From an optimization exercise on the open Yosys and OpenROAD flow, aimed at small area, a short achievable clock period and few clock cycles; shortcuts taken in it are not production practice. In this exercise RTL edits were held to simulation tests only and were not proved equivalent to the original. Power is estimated from default activity; no workload was simulated.

run A:
## mcl_crcfc
module mcl_crcfc #(
    parameter integer BUF_SIZE  = 64,      
    parameter integer XBUF_SIZE = 56,      
    parameter integer MAXSIZE   = 64,      
    parameter [7:0]   DELIM     = 8'h7C    
) (
    input  wire        clk,
    input  wire        rst,         
    input  wire        bus_req,
    input  wire        bus_we,
    input  wire [13:0] bus_addr,
    input  wire [31:0] bus_wdata,
    output wire        bus_ack,
    output reg  [31:0] bus_rdata
);
For scale: about 7100 cells after synthesis, about 1200 flip-flops, about 83 I/O pins, roughly 72000 sq um of cells after synthesis.
==> flow/config.mk <==
export PLATFORM = sky130hd
export DESIGN_NAME = mcl_crcfc
export DESIGN_NICKNAME = mcl_crcfc
export VERILOG_FILES = /design/flow/design.v
export SDC_FILE = /design/flow/constraint.sdc
export NUM_CORES = 4
export LEC_CHECK = 0
export ABC_CLOCK_PERIOD_IN_PS = 7000
export CAP_MARGIN = 20
export CORE_MARGIN = 2
export CORE_UTILIZATION = 40
export PLACE_DENSITY = 0.6
export SETUP_SLACK_MARGIN = 4.0
export SLEW_MARGIN = 20
export TNS_END_PERCENT = 5
==> flow/constraint.sdc <==
create_clock -name core_clock -period 12.0 [get_ports {clk}]
set_input_delay 2.4000 -clock core_clock [delete_from_list [all_inputs] [get_ports {clk}]]
set_output_delay 2.4000 -clock core_clock [all_outputs]
set_load 0.01 [all_outputs]
run.sh (not shown) runs the stock make flow with config.mk's settings and CLKGATE_MAP_FILE= SYNTH_SCRIPT=/design/flow/synth_recipe.tcl, a recipe that flattens the netlist after the stock synthesis.
Testbench counts of run A, summed over its fixed seeds: cycles 31,096.
### run A -> run B
Settings: PLACE_DENSITY now 0.65, was 0.6; CORE_UTILIZATION now 45, was 40.
==> comparison <==
Floorplan row count in run B is 5.8% lower than in run A. Compared with run A, initial antenna violation count in run B increased by more than a quarter. From run A to run B the numbers moved as follows: final core area utilization climbed 5.4 points; routed wire length now sits lower. Diff run A -> run B | number of instances resized during post-cts repair | up slightly. [compare] base=run A new=run B: clock-buffer cell count decreased by about 8% relative to the old numbers; final RePlAce weighted congestion increased by 0.50% relative to the old numbers. The lower share of the final layout cell area in multi-input gates of run A and run B is in run A.
--- input diff run B..run C ---
Settings: SETUP_SLACK_MARGIN now 4.3, was 4.0; CORE_UTILIZATION now 40, was 45; PLACE_DENSITY now 0.6, was 0.65.
- Run C did not stop at any stage, and its layout met the timing, DRC and antenna checks.
- Compared run C vs run B, and worst hold-check slack is down in run C.
- In the final design statistics, run C uses more standard cells in total than run B.
- Between run B and run C, the sequential cell power figures differ only marginally.
- STATUS clock period minus final worst setup slack: run C wins against run B
- Fraction of area in clock buffers and inverters essentially unchanged between run B and run C.
- Relative to run B, run C degrades routed wire length.
- When run C is set beside run B, its arrival time at the worst endpoint turns out to be 2.65 ns larger.
- The setup slack of run C is larger than that of run B.
- Sequential share of layout area delta for run C relative to run B: 0.90 points lower
- Between run B and run C, the number of search-and-repair iterations in the first detailed-routing pass is higher for run B.
- Cell area after layout, run C vs run B: up by a few percent
#### Input delta (run D over run C)
Settings: SETUP_SLACK_MARGIN: 4.3 -> 3.7.
### Flow results
- Run D went all the way through synthesis, placement and routing and the layout is clean on timing, DRC and antenna.
- Run D: global-route usage lower than run C
- Going from run C to run D, worst stage delay on the critical path up 0.06 ns, core footprint flat.
- Looking at area occupied by multi-input gates, run D sits 2.7% lower than run C does.
- Delta (run D minus run C): count of flip-flops with a built-in enable after synthesis held steady; non-filler instance count after layout has decreased; portion of total power attributed to combinational logic moved down.
- The run showing the smaller global routing met3 resource utilization is run D.
- Looking at clock share of power, run D sits above run C.

mcl_crcfc, a different RTL version from the one above (not shown whole).
Size in the first run: roughly 7300 cells after synthesis, roughly 1200 flip-flops, about 83 I/O pins.
## mcl_crcfc
module mcl_crcfc #(
    parameter integer BUF_SIZE  = 64,      
    parameter integer XBUF_SIZE = 56,      
    parameter integer MAXSIZE   = 64,      
    parameter [7:0]   DELIM     = 8'h7C    
) (
    input  wire        clk,
    input  wire        rst,         
    input  wire        bus_req,
    input  wire        bus_we,
    input  wire [13:0] bus_addr,
    input  wire [31:0] bus_wdata,
    output wire        bus_ack,
    output reg  [31:0] bus_rdata
);
==> flow/config.mk <==
export PLATFORM = sky130hd
export DESIGN_NAME = mcl_crcfc
export DESIGN_NICKNAME = mcl_crcfc
export VERILOG_FILES = /design/flow/design.v
export SDC_FILE = /design/flow/constraint.sdc
export NUM_CORES = 4
export LEC_CHECK = 0
export ABC_CLOCK_PERIOD_IN_PS = 7000
export CAP_MARGIN = 20
export CORE_MARGIN = 2
export CORE_UTILIZATION = 35
export PLACE_DENSITY = 0.55
export SETUP_SLACK_MARGIN = 4.5
export SLEW_MARGIN = 20
==> flow/constraint.sdc <==
create_clock -name core_clock -period 12.0 [get_ports {clk}]
set_input_delay 2.4000 -clock core_clock [delete_from_list [all_inputs] [get_ports {clk}]]
set_output_delay 2.4000 -clock core_clock [all_outputs]
set_load 0.01 [all_outputs]
The first run produced a clean layout.
Testbench counts at the start, summed over its fixed seeds: cycles 31,096.
Next try:
Settings changed: CAP_MARGIN 20 to 10, CORE_UTILIZATION 35 to 40, PLACE_DENSITY 0.55 to 0.6, SLEW_MARGIN 20 to 10.
Now the flow finished but failed the layout checks on capacitance limit, slew limit. Non-clock buffer count came out lower by 15. Cell count fell by 4.1%. Global-route usage grows by 4.0 points. Synthesized area is unchanged. Core utilization went up by 6.3 points. Via count rose by 0.55%.
Next try:
Settings changed: CAP_MARGIN 10 to 20, SETUP_SLACK_MARGIN 4.5 to 4.0, SLEW_MARGIN 10 to 20.
=> Now the flow completed without violations; setup slack loses 0.048 ns; maximum frequency shrinks by about 0.6%; die area stays the same; cell count is lower by 2.5%; sequential power hardly moves; global-route usage rises by 0.83 points; cell area goes down by 5.9%; routed wire length rose by 1.2%; worst hold slack improves by 0.0064 ns; non-clock buffer count shrinks by 260; core utilization shrinks by 3.0 points.

==> port drivers added, routing unchanged <==
The results above use ideal ports. As a check the final layouts listed here were re-extracted and re-timed, cells and wires unchanged. Step 1 sets driving cells, clkbuf_16 on the clock port and buf_2 on the other inputs (assumed; they add their load-dependent delay and slew). Step 2 moves the port delays by t, midway between the first and last clock arrival at a register: inputs arrive t later, outputs are due t later. That takes back most of the time a late clock gives input paths. Slacks: ideal / step 1 / step 2; pairs: ideal / step 1.
run	shift t [ns]	setup WS [ns]	hold WS [ns]
run A	0.901	3.851 / 3.711 / 3.010	0.480 / 0.480 / 0.480
run B	0.888	3.764 / 3.675 / 2.832	0.483 / 0.483 / 0.483
run C	0.904	4.037 / 3.834 / 3.082	0.474 / 0.474 / 0.474
run D	0.922	3.493 / 3.407 / 2.632	0.487 / 0.487 / 0.487
the first run of note 2	0.935	4.008 / 3.922 / 3.267	0.500 / 0.500 / 0.500
the second run of note 2	0.918	3.982 / 3.922 / 3.242	0.490 / 0.490 / 0.490
the third run of note 2	0.932	3.933 / 3.840 / 3.107	0.496 / 0.496 / 0.496
For run C, which loses most, drivers alone change the setup slack by -0.203 ns; drivers and shift together by -0.955 ns.
